Source: an optimization exercise on an open RTL-to-GDS flow (aim: small area, a short achievable clock period and few clock cycles per item). Production flows keep margins and buffers that such runs may drop. Function was checked by simulation only, so behaviour that the tests miss may differ from the original. Power figures rest on the tool's default switching activity, not on a simulated workload.

**design/flow/design.v**
```verilog
module poseidon_rc_gen #(
    parameter NMAX       = 256,
    parameter RC_DEPTH   = 65535,
    parameter FIELD_TYPE = 2'b01,
    parameter SBOX_TYPE  = 4'b0000
) (
    input  wire            clk,
    input  wire            rst,
    input  wire            cmd_valid,
    output wire            cmd_ready,
    input  wire [2:0]      cmd_op,
    input  wire [11:0]     n,
    input  wire [11:0]     t,
    input  wire [9:0]      rf,
    input  wire [9:0]      rp,
    input  wire [NMAX-1:0] p,
    output reg             out_valid,
    input  wire            out_ready,
    output reg  [NMAX-1:0] out_data,
    output reg  [15:0]     out_idx,
    output wire [79:0]     lfsr,
    output wire [15:0]     idx,
    output reg             rcv,
    output reg             fault,
    output reg  [3:0]      fault_cause
);
    localparam OP_LINIT = 3'd0;
    localparam OP_ADVR  = 3'd1;
    localparam OP_ADVF  = 3'd2;
    localparam OP_GENC  = 3'd3;
    localparam OP_GENT  = 3'd4;
    localparam CAUSE_ILLEGAL_CMD = 4'd1;
    localparam CAUSE_GEN_PARAM   = 4'd4;
    localparam ST_IDLE = 3'd0;
    localparam ST_DEC  = 3'd1;    
    localparam ST_MUL  = 3'd2;    
    localparam ST_INIT = 3'd3;    
    localparam ST_FILT = 3'd4;    
    localparam ST_GEN  = 3'd5;    
    localparam ST_RW   = 3'd6;    
    localparam K   = 40;          
    localparam NS  = K / 2;       
    localparam GS  = 4;           
    localparam NG  = NS / GS;
    localparam CW  = 6;           
    localparam M   = 16;          
    localparam LM  = 4;           
    localparam NCH = NMAX / M;    
    localparam LC  = 4;           
    localparam BW  = 2 * M + NS;  
    localparam LW  = 7;           
    localparam CMP_EQ = 2'd0;
    localparam CMP_LT = 2'd1;
    localparam CMP_GT = 2'd2;
    reg [2:0]      state;
    reg            rdy_r;
    reg [79:0]     s;
    reg [15:0]     idx_r;
    reg [2:0]      op_s;
    reg [11:0]     n_s;
    reg [11:0]     t_s;
    reg [9:0]      rf_s;
    reg [9:0]      rp_s;
    reg [NMAX-1:0] p_s;
    reg [15:0]     remaining;     
    reg            ovf;
    reg [3:0]      mcnt;
    reg [7:0]      init_cnt;
    reg            then_gen;
    reg            found;
    reg            fc;            
    reg            r1v;
    reg [NS-1:0]   r1_v, r1_d, r1_lo;
    reg            r2v;
    reg [NS-1:0]   r2_comp;       
    reg [CW-1:0]   r2_av;         
    reg [CW-1:0]   tk;            
    reg [8:0]      need;          
    reg            at_bnd;        
    reg [1:0]      gpend;         
    reg [CW-1:0]   aft;           
    reg [6:0]      wpos;          
    reg [BW-1:0]   bld;           
    reg [LW-1:0]   lvl;
    reg [LC-1:0]   cc;            
    reg [1:0]      cmpst;
    reg [LC:0]     zch_r;         
    reg [LM-1:0]   pad_r;         
    reg [M-1:0]    pch_r;         
    reg            zc_r;          
    assign cmd_ready = rdy_r;
    assign lfsr      = s;
    assign idx       = idx_r;
    reg [K+79:0] ext;
    reg [79:0]   s_advk, s_adv1, s_back1;
    integer ei;
    always @* begin
        for (ei = 0; ei < 80; ei = ei + 1)
            ext[ei] = s[79-ei];
        for (ei = 80; ei < K + 80; ei = ei + 1)
            ext[ei] = ext[ei-80] ^ ext[ei-67] ^ ext[ei-57] ^ ext[ei-42] ^ ext[ei-29] ^ ext[ei-18];
        for (ei = 0; ei < 80; ei = ei + 1)
            s_advk[79-ei] = ext[K+ei];
        s_adv1  = {s[78:0], s[79] ^ s[66] ^ s[56] ^ s[41] ^ s[28] ^ s[17]};
        s_back1 = {s[0] ^ s[67] ^ s[57] ^ s[42] ^ s[29] ^ s[18], s[79:1]};
    end
    wire [79:0] seed = {FIELD_TYPE[1:0], SBOX_TYPE[3:0], n_s, t_s, rf_s, rp_s, {30{1'b1}}};
    reg [K-1:0]  wb;
    reg [K-1:0]  pc, pv, nc, nv;
    reg [K-1:0]  fm;              
    reg          f_end;
    reg [NS-1:0] sv, sd, slo;
    integer pi, pl;
    always @* begin
        for (pi = 0; pi < K; pi = pi + 1)
            wb[pi] = s[78-pi];
        pc = ~wb;
        pv = wb;
        for (pl = 0; pl < 6; pl = pl + 1) begin
            nc = pc;
            nv = pv;
            for (pi = 0; pi < K; pi = pi + 1)
                if (pi >= (1 << pl)) begin
                    nc[pi] = pc[pi] | pc[pi-(1<<pl)];
                    nv[pi] = pc[pi] ? pv[pi] : (pv[pi] ^ pv[pi-(1<<pl)]);
                end
            pc = nc;
            pv = nv;
        end
        fm[0] = fc;
        for (pi = 1; pi < K; pi = pi + 1)
            fm[pi] = pc[pi-1] ? pv[pi-1] : (fc ^ pv[pi-1]);
        f_end = pc[K-1] ? pv[K-1] : (fc ^ pv[K-1]);
        for (pi = 0; pi < NS; pi = pi + 1) begin
            sv[pi]  = fm[2*pi] | fm[2*pi+1];
            sd[pi]  = fm[2*pi] ? wb[2*pi] : wb[2*pi+1];
            slo[pi] = fm[2*pi];
        end
    end
    localparam NGP = 8;           
    localparam EW  = GS * NGP;
    reg [NGP*EW-1:0] tv, tv2;
    reg [NGP*CW-1:0] tcn, tcn2;
    reg [NS-1:0] comp;
    reg [CW-1:0] gofs;            
    reg [2:0]    lc;
    reg [GS-1:0] glv;
    reg [CW-1:0] sh;
    integer gg, gs, lv;
    always @* begin
        tv  = {(NGP*EW){1'b0}};
        tcn = {(NGP*CW){1'b0}};
        for (gg = 0; gg < NG; gg = gg + 1) begin
            lc  = 3'd0;
            glv = {GS{1'b0}};
            for (gs = 0; gs < GS; gs = gs + 1)
                if (r1_v[gg*GS+gs]) begin
                    glv[lc] = r1_d[gg*GS+gs];
                    lc = lc + 3'd1;
                end
            tv[gg*EW +: EW]  = {{(EW-GS){1'b0}}, glv};
            tcn[gg*CW +: CW] = {{(CW-3){1'b0}}, lc};
        end
        for (lv = 0; lv < 3; lv = lv + 1) begin
            tv2  = {(NGP*EW){1'b0}};
            tcn2 = {(NGP*CW){1'b0}};
            for (gg = 0; gg < (NGP >> (lv + 1)); gg = gg + 1) begin
                sh = tcn[(2*gg)*CW +: CW] & ((1 << (3 + lv)) - 1);
                tv2[gg*EW +: EW]  = tv[(2*gg)*EW +: EW] | (tv[(2*gg+1)*EW +: EW] << sh);
                tcn2[gg*CW +: CW] = tcn[(2*gg)*CW +: CW] + tcn[(2*gg+1)*CW +: CW];
            end
            tv  = tv2;
            tcn = tcn2;
        end
        comp = tv[NS-1:0];
        gofs = tcn[CW-1:0];
    end
    wire        n_ok    = (n_s != 12'd0) && (n_s <= NMAX);
    wire        p_ok    = (p_s != {NMAX{1'b0}});
    wire [11:0] n_up    = n_s + (M - 1);
    wire [LC:0] nchunks = n_up[LM+LC:LM];
    wire [LC:0] zch     = NCH - nchunks;
    wire [LM-1:0] pad   = (~n_s[LM-1:0]) + 1'b1;
    wire        in_gen   = (state == ST_GEN);
    wire        n_small  = (n_s <= 2 * NS);
    wire        zc       = zc_r;
    wire        xfer     = in_gen && !out_valid && (zc || (lvl >= M));
    wire        bdrain   = xfer && !zc;
    wire        go_on    = ((gpend == 2'd0) && (remaining != 16'd0)) ||
                           ((gpend == 2'd1) && (remaining >= 16'd2));
    wire        hold     = at_bnd && !go_on;
    wire        gen_done = in_gen && at_bnd && (gpend == 2'd0) && (remaining == 16'd0);
    wire        bnd      = ({3'd0, r2_av} >= need);
    wire        s3_en    = in_gen && r2v && (lvl < 2 * M) && !hold;
    wire        r2_take  = s3_en && !bnd;
    wire        r1_take  = r1v && (!r2v || r2_take);
    wire        last_c   = (remaining[15:2] == 14'd0) && (remaining[1:0] <= {1'b0, gpend} + 3'd1);
    wire        careful  = last_c ? (need <= 2 * NS) : n_small;
    wire        s1_en    = in_gen && !hold && (careful ? (!r1v && !r2v) : (!r1v || r1_take));
    reg [NS-1:0] sel;
    integer sj;
    always @* begin
        sel = r2_comp >> tk;
        for (sj = 0; sj < NS; sj = sj + 1)
            if (need <= sj) sel[sj] = 1'b0;
    end
    reg [K-1:0] mk;
    always @* begin
        for (sj = 0; sj < NS; sj = sj + 1) begin
            mk[2*sj]   = r1_lo[sj];
            mk[2*sj+1] = r1_v[sj] && !r1_lo[sj];
        end
    end
    wire mk_here = mk[wpos - 7'd1];
    reg [M-1:0] ch;
    integer ci;
    always @* begin
        for (ci = 0; ci < M; ci = ci + 1)
            ch[M-1-ci] = zc ? 1'b0 : bld[ci];
    end
    wire [M-1:0] pch     = pch_r;
    wire         c_lt    = ch < pch;
    wire         c_gt    = ch > pch;
    wire [1:0]   cmp_n   = (cmpst != CMP_EQ) ? cmpst : c_lt ? CMP_LT : c_gt ? CMP_GT : CMP_EQ;
    wire         last    = (cc == NCH - 1);
    wire [M-1:0] pch_nx  = last ? p_s[(NCH-1)*M +: M] : p_s[(NCH - 2 - cc) * M +: M];
    wire         verdict = xfer && last;
    wire         accept  = verdict && (cmp_n == CMP_LT);
    wire [BW-1:0] ins   = s3_en ? ({{(BW-NS){1'b0}}, sel} << lvl[LM:0]) : {BW{1'b0}};
    wire [BW-1:0] y     = bld | ins;
    wire [LW-1:0] need_pad = {1'b0, need[CW-1:0]} + {{(LW-LM){1'b0}}, pad_r};
    wire [LW-1:0] lvl_add  = !s3_en ? {LW{1'b0}} : bnd ? need_pad : {1'b0, r2_av};
    wire [LW-1:0] lvl_n    = lvl - (bdrain ? M : 0) + lvl_add;
    wire [22:0] mul_add = {remaining, 1'b0} + (t_s[mcnt] ? ({1'b0, rf_s} + {1'b0, rp_s}) : 11'd0);
    wire        mul_ovf = ovf || (mul_add[22:16] != 7'd0);
    reg [2:0] nstate;
    always @(posedge clk) begin
        if (rdy_r) begin
            op_s <= cmd_op;
            n_s  <= n;
            t_s  <= t;
            rf_s <= rf;
            rp_s <= rp;
            p_s  <= p;
        end
    end
    always @(posedge clk) begin
        if (s1_en) begin
            r1_v  <= sv;
            r1_d  <= sd;
            r1_lo <= slo;
        end
        if (r1_take)
            r2_comp <= comp;
        if (xfer)
            out_data <= {out_data[NMAX-M-1:0], ch};
        if (accept)
            out_idx <= idx_r;
    end
    always @(posedge clk) begin
        if (rst) begin
            state       <= ST_IDLE;
            rdy_r       <= 1'b1;
            s           <= 80'd0;
            idx_r       <= 16'd0;
            rcv         <= 1'b0;
            fault       <= 1'b0;
            fault_cause <= 4'd0;
            out_valid   <= 1'b0;
            bld         <= {BW{1'b0}};
        end else begin
            nstate = state;
            if (out_valid && out_ready)
                out_valid <= 1'b0;
            case (state)
            ST_IDLE: begin
                if (cmd_valid)
                    nstate = ST_DEC;
            end
            ST_DEC: begin
                nstate = ST_IDLE;
                case (op_s)
                OP_LINIT: begin
                    s        <= seed;
                    init_cnt <= 8'd160;
                    idx_r    <= 16'd0;
                    rcv      <= 1'b0;
                    then_gen <= 1'b0;
                    nstate    = ST_INIT;
                end
                OP_ADVR: begin
                    s <= s_adv1;
                end
                OP_ADVF: begin
                    found  <= 1'b0;
                    nstate  = ST_FILT;
                end
                OP_GENC: begin
                    if (!n_ok || !p_ok || idx_r >= RC_DEPTH) begin
                        fault <= 1'b1;
                        if (!fault) fault_cause <= CAUSE_GEN_PARAM;
                    end else begin
                        remaining <= 16'd1;
                        rcv       <= 1'b0;
                        nstate     = ST_GEN;
                    end
                end
                OP_GENT: begin
                    if (!n_ok || !p_ok) begin
                        fault <= 1'b1;
                        if (!fault) fault_cause <= CAUSE_GEN_PARAM;
                    end else begin
                        remaining <= 16'd0;
                        ovf       <= 1'b0;
                        mcnt      <= 4'd11;
                        nstate     = ST_MUL;
                    end
                end
                default: begin
                    fault <= 1'b1;
                    if (!fault) fault_cause <= CAUSE_ILLEGAL_CMD;
                end
                endcase
            end
            ST_MUL: begin
                remaining <= mul_add[15:0];
                ovf       <= mul_ovf;
                mcnt      <= mcnt - 4'd1;
                if (mcnt == 4'd0) begin
                    if (mul_ovf) begin
                        fault <= 1'b1;
                        if (!fault) fault_cause <= CAUSE_GEN_PARAM;
                        nstate = ST_IDLE;
                    end else begin
                        s        <= seed;
                        init_cnt <= 8'd160;
                        idx_r    <= 16'd0;
                        rcv      <= 1'b0;
                        then_gen <= 1'b1;
                        nstate    = ST_INIT;
                    end
                end
            end
            ST_INIT: begin
                if (init_cnt >= K) begin
                    s        <= s_advk;
                    init_cnt <= init_cnt - K;
                end else begin
                    s        <= s_adv1;
                    init_cnt <= init_cnt - 8'd1;
                end
                if (init_cnt == K || init_cnt == 8'd1) begin
                    if (!then_gen) begin
                        nstate = ST_IDLE;
                    end else if (remaining == 16'd0) begin
                        rcv    <= 1'b1;
                        nstate  = ST_IDLE;
                    end else begin
                        nstate  = ST_GEN;
                    end
                end
            end
            ST_FILT: begin
                s <= s_adv1;
                if (!found) begin
                    if (s_adv1[79])
                        found <= 1'b1;
                end else begin
                    found  <= 1'b0;
                    nstate  = ST_IDLE;
                end
            end
            ST_GEN: begin
                if (s1_en) begin
                    s   <= s_advk;
                    fc  <= f_end;
                    r1v <= 1'b1;
                end else if (r1_take) begin
                    r1v <= 1'b0;
                end
                if (r1_take) begin
                    r2v   <= 1'b1;
                    r2_av <= gofs;
                    tk    <= {CW{1'b0}};
                end else if (r2_take) begin
                    r2v <= 1'b0;
                end
                if (s3_en) begin
                    if (bnd) begin
                        tk     <= tk + need[CW-1:0];
                        r2_av  <= r2_av - need[CW-1:0];
                        aft    <= r2_av - need[CW-1:0];
                        need   <= n_s[8:0];
                        at_bnd <= 1'b1;
                    end else begin
                        need   <= need - {3'd0, r2_av};
                        at_bnd <= 1'b0;
                    end
                end
                gpend <= gpend + ((s3_en && bnd) ? 2'd1 : 2'd0) - (verdict ? 2'd1 : 2'd0);
                bld <= bdrain ? {{M{1'b0}}, y[BW-1:M]} : y;
                lvl <= lvl_n;
                if (xfer) begin
                    pch_r <= pch_nx;
                    if (last) begin
                        cc    <= {LC{1'b0}};
                        cmpst <= CMP_EQ;
                        zc_r  <= (zch_r != 0);
                    end else begin
                        cc    <= cc + 1'b1;
                        cmpst <= cmp_n;
                        zc_r  <= ({1'b0, cc} + 1'b1 < zch_r);
                    end
                end
                if (accept) begin
                    out_valid <= 1'b1;
                    idx_r     <= idx_r + 16'd1;
                    remaining <= remaining - 16'd1;
                end
                if (gen_done) begin
                    if (op_s == OP_GENT)
                        rcv <= 1'b1;
                    wpos   <= K;
                    nstate  = ST_RW;
                end
            end
            ST_RW: begin
                if (mk_here && aft == {CW{1'b0}}) begin
                    nstate = ST_IDLE;
                end else begin
                    s    <= s_back1;
                    wpos <= wpos - 7'd1;
                    if (mk_here)
                        aft <= aft - 1'b1;
                end
            end
            default: nstate = ST_IDLE;
            endcase
            if (nstate == ST_GEN && state != ST_GEN) begin
                fc     <= 1'b0;
                r1v    <= 1'b0;
                r2v    <= 1'b0;
                need   <= n_s[8:0];
                at_bnd <= 1'b0;
                gpend  <= 2'd0;
                bld    <= {BW{1'b0}};
                lvl    <= {{(LW-LM){1'b0}}, pad};
                cc     <= {LC{1'b0}};
                cmpst  <= CMP_EQ;
                zch_r  <= zch;
                pad_r  <= pad;
                pch_r  <= p_s[(NCH-1)*M +: M];
                zc_r   <= (zch != 0);
            end
            state <= nstate;
            rdy_r <= (nstate == ST_IDLE);
        end
    end
endmodule
```
**design/flow/run.sh**
```bash
#!/bin/bash
# synth_recipe.tcl (not shown) runs the flow's synth.tcl, then flattens the netlist and writes it again
# the make line also repeats each setting of config.mk as NAME=value (left out here)
make -C /OpenROAD-flow-scripts/flow DESIGN_CONFIG=/design/flow/config.mk WORK_HOME=/design/flow/orfs CLKGATE_MAP_FILE= SYNTH_SCRIPT=/design/flow/synth_recipe.tcl finish
```
**design/flow/config.mk**
```make
export PLATFORM = sky130hd
export DESIGN_NAME = poseidon_rc_gen
export DESIGN_NICKNAME = poseidon_rc_gen
export VERILOG_FILES = /design/flow/design.v
export SDC_FILE = /design/flow/constraint.sdc
export NUM_CORES = 4
export LEC_CHECK = 0
export CAP_MARGIN = 20
export CORE_MARGIN = 2
export CORE_UTILIZATION = 40
export SLEW_MARGIN = 20
```
**design/flow/constraint.sdc**
```tcl
create_clock -name core_clock -period 10.0 [get_ports {clk}]
set_input_delay 2.0000 -clock core_clock [delete_from_list [all_inputs] [get_ports {clk}]]
set_output_delay 2.0000 -clock core_clock [all_outputs]
set_load 0.01 [all_outputs]
```
==> run notes <==
-- metal layers --
layer / vias to the layer above / track usage [%]
met5: - / 0
met1: 18318 / 34.2
met2: 1701 / 41.2
li1: 16688 / -
met3: 262 / 4.24
met4: 26 / 7.51
-- cell type report --
class	count	area, um2	area share (%)
diodes	4	10.0	0.0168
multi-input cells	2714	20000	33.6
repair buffers	739	7260	12.2
flip-flops and latches	922	26100	43.9
clock inverters	71	810	1.36
clock buffers	122	2700	4.54
inverters	179	679	1.14
well taps	1536	1920	3.23
-- flip-flops by register name, indices dropped and copies added (netlist names), 6 cells and up --
signal,flops
lvl,7
wpos,6
tk,6
idx_r,16
pch_r,16
t_s,12
n_s,12
out_data,256
s,80
r1_d,20
init_cnt,8
r2_comp,20
remaining,16
r1_lo,20
r2_av,6
aft,6
rp_s,10
need,9
r1_v,20
p_s,256
out_idx,16
rf_s,10
bld,51
-- worst paths after layout --
check,from,to,slack [ns],depth (start not counted)
hold reg to reg,out_data[128]$_DFFE_PP_,out_data[144]$_DFFE_PP_,0.44,0
setup reg to reg,r1_v[0]$_DFFE_PP_,r2_comp[10]$_DFFE_PP_,3.70,20
hold / removal,out_data[128]$_DFFE_PP_,out_data[144]$_DFFE_PP_,0.44,0
setup / recovery,r1_v[0]$_DFFE_PP_,r2_comp[10]$_DFFE_PP_,3.70,20
-- cell usage after synthesis (49+ instances only) --
library cell and number:
nand3_1 69, xor2_1 85, ha_1 128, a21oi_1 188
clkbuf_1 211, nor4_1 95, inv_1 171, nor2_1 316
dfxtp_1 158, mux4_2 94, a221oi_1 52, xnor2_1 206
o21ai_0 152, nor2b_1 54, a311oi_1 58, a211oi_1 56
mux2i_1 70, nor3_1 75, nand2_1 333, a222oi_1 49
edfxtp_1 764
-- kinds of logic (layout without fill, tap and decap cells) --
kind of cell	count (synthesis)	in the layout	synth area share, %
other	0	4	0
buffers and inverters	449	1111	3.73
XOR/XNOR	292	292	5.36
AND/OR/NAND/NOR	1158	1158	11.7
flip-flops	922	922	54.6
AO/OA/AOI/OAI	903	903	13.5
multiplexers	215	215	7.10
adder cells (fa/ha/maj)	146	146	4.10
-- critical path, stage by stage, from the launching register on --
cell and delay, ns:
edfxtp_1 0.50, fa_1 0.74, ha_1 0.21, nand2_1 0.07
xnor2_1 0.51, inv_1 0.28, ha_1 0.39, xor2_1 0.15
buf_4 0.20, inv_1 0.41, fa_1 0.50, inv_1 0.11
ha_1 0.24, a21o_1 0.18, a21oi_1 0.56, and2_1 0.44
nand3_1 0.13, o211ai_1 0.12, a31oi_1 0.08, o211a_1 0.17
a31oi_1 0.13
-- metrics by stage --
stage | instances | area [um2] | util, % | hold WS (ns)
6_report | 6287 | 59500 | 50.3 | 0.442
5_1_grt | 6287 | 59500 | 50.3 | 0.456
4_1_cts | 6283 | 59500 | 50.3 | 0.445
3_5_place_dp | 6090 | 56000 | 47.3 | 0.430
3_3_place_gp | 6090 | 56000 | 47.3 | 0.428
2_1_floorplan | 4085 | 47800 | - | 0.420
-- power by group through the flow --
stage / Sequential [mW] / Combinational [mW] / Clock (mW)
after CTS: 4.71 / 1.51 / 4.01
after global placement: 4.78 / 1.49 / 0
after global routing: 4.73 / 1.62 / 4.15
final: 4.72 / 1.52 / 3.92
after floorplan: 4.69 / 0.969 / 0
after detailed placement: 4.79 / 1.49 / 0
==> flow_metrics.tcl <==
set metrics [dict create \
    cts_tree "built" \
    nets 5111 \
    post_cts_resize_count 0 \
    crit_path_start_kind "flop" \
    netlist_area_mm2 0.0478 \
    grt_pass1_wl_mm 232 \
    ir_drop_uv 147 \
    fmax_mhz 159 \
    clk_path_buf_depth 3 \
    ys_ff_latch 922 \
    drt_iter0_markers 4106 \
    post-cts-setup-buffers 0 \
    antenna_found_initial 17 \
    num_rows 126 \
    hold_class "flop to flop" \
    final_common_cell "edfxtp_1" \
    power.density_mw_per_mm2 171 \
    tns_ns 0 \
    die_area_mm2 0.122 \
    num-fill-cells 10489 \
    leakage_nw 20.8 \
    clock_latency_ns 0.70 \
    core_area_mm2 0.118 \
    switching_power_mw 2.79 \
    area_growth_pct 24.5 \
    pin_count 683 \
    finalPower_mw 10.2 \
    fin_crit_ns 6.30 \
    die_w_um 350 \
    status "timing/DRC/antenna clean" \
    yosysUniqueCellTypes 105 \
    yosys_warnings 1 \
    setup.worst_path.class "flop to flop" \
    cp_max_fo 17 \
    rsz0062_at_grt "false" \
    drcViolationCount 0 \
    numCtsBuffers 102 \
    syn_nets 4538 \
    wl_met3_mm 12.3 \
    die_y_um 350 \
    yosys.area.top_type_share_pct 48.0 \
    grt_usage_pct 25.1 \
    ys_top_cells_by_area "edfxtp_1 (48%), dfxtp_1 (6.6%), mux4_2 (4.4%)" \
    finalHoldViolCount 0 \
    gr-total-overflow 0 \
    seqPwrFrac_pct 46.4 \
    drv_slew 0 \
    hpwl_mm 118 \
    wire_per_inst_um 25.4 \
    max_cap_violations 0 \
    gp_congestion 0.932 \
    fin_worst_skew_ns 0.0491 \
    port_buffers 682 \
    post_cts_hold_buffer_count 0 \
    synth_edf_count 764 \
    cts_root_buf "clkbuf_16" \
    postSynthAreaPerCell_um2 11.7 \
    final_cell_mix "edfxtp_1 (764), clkdlybuf4s50_1 (681), nand2_1 (332)" \
    firstDrtPassIters 15 \
    place_ws_ns 3.64 \
    antenna_left 0 \
    worst_pin_slew_ns 1.15 \
    p_int_mw 7.38 \
    start_util_pct 40.4 \
    detail_route.vias_per_cell 5.88 \
    swShare_pct 27.4 \
    grt_start_max_net_pins 188 \
    comb_power_share_pct 15.0 \
    min_period_over_period_pct 63.0 \
    ys.flop_type "edfxtp_1" \
    wl_met1_mm 65.8 \
    vias 36995 \
    wl_mm 159 \
    grt_pass1_vias 35293 \
    wl_met2_mm 76.7 \
    arrival_ns 6.80 \
    end_kind "flop" \
    clock_sinks 922 \
    drive_above_1_share_pct 8.91 \
    top_layer "met5" \
    slew-limit-headroom_pct 23.3 \
    worst_slack_ns 3.70 \
    clock_power_share_pct 38.6 \
    htree_levels 3 \
    setup_viol_count_final 0 \
    clkSlewWorstSetupHoldPaths_ns 0.06 \
    synthArstFlopShare_pct 0 \
    ys_seq_area_share_pct 54.6 \
    syn_inst 4085 \
    synth_area_leader_cell "edfxtp_1" \
    cp.required_ns 10.50 \
]
Testbench counts, summed over its fixed seeds: cycles 33,385, items 1,075.

-- port drivers added, routing unchanged --
Ports are ideal in the flow. The routed layout listed here was re-timed in OpenROAD. Step 1 assumes that a clkbuf_16 drives the clock port and a buf_2 every other input. Step 2 moves the port delays by t, midway between the first and last clock arrival at a register: inputs arrive t later, outputs are due t later. That takes back most of the time a late clock gives input paths. Three values: ideal ports, drivers, drivers and shift; two values: the first two.
shift t [ns]: 0.756
setup WS [ns]: 3.701 / 3.701 / 3.701
hold slack, ns: 0.442 / 0.442 / 0.442
worst setup path after step 2: register to register
pins driven straight from the clock port: 1
After both steps setup and hold are still met in this run. The setup slack of this run moves by 0.000 ns with the drivers and by 0.000 ns with both steps.
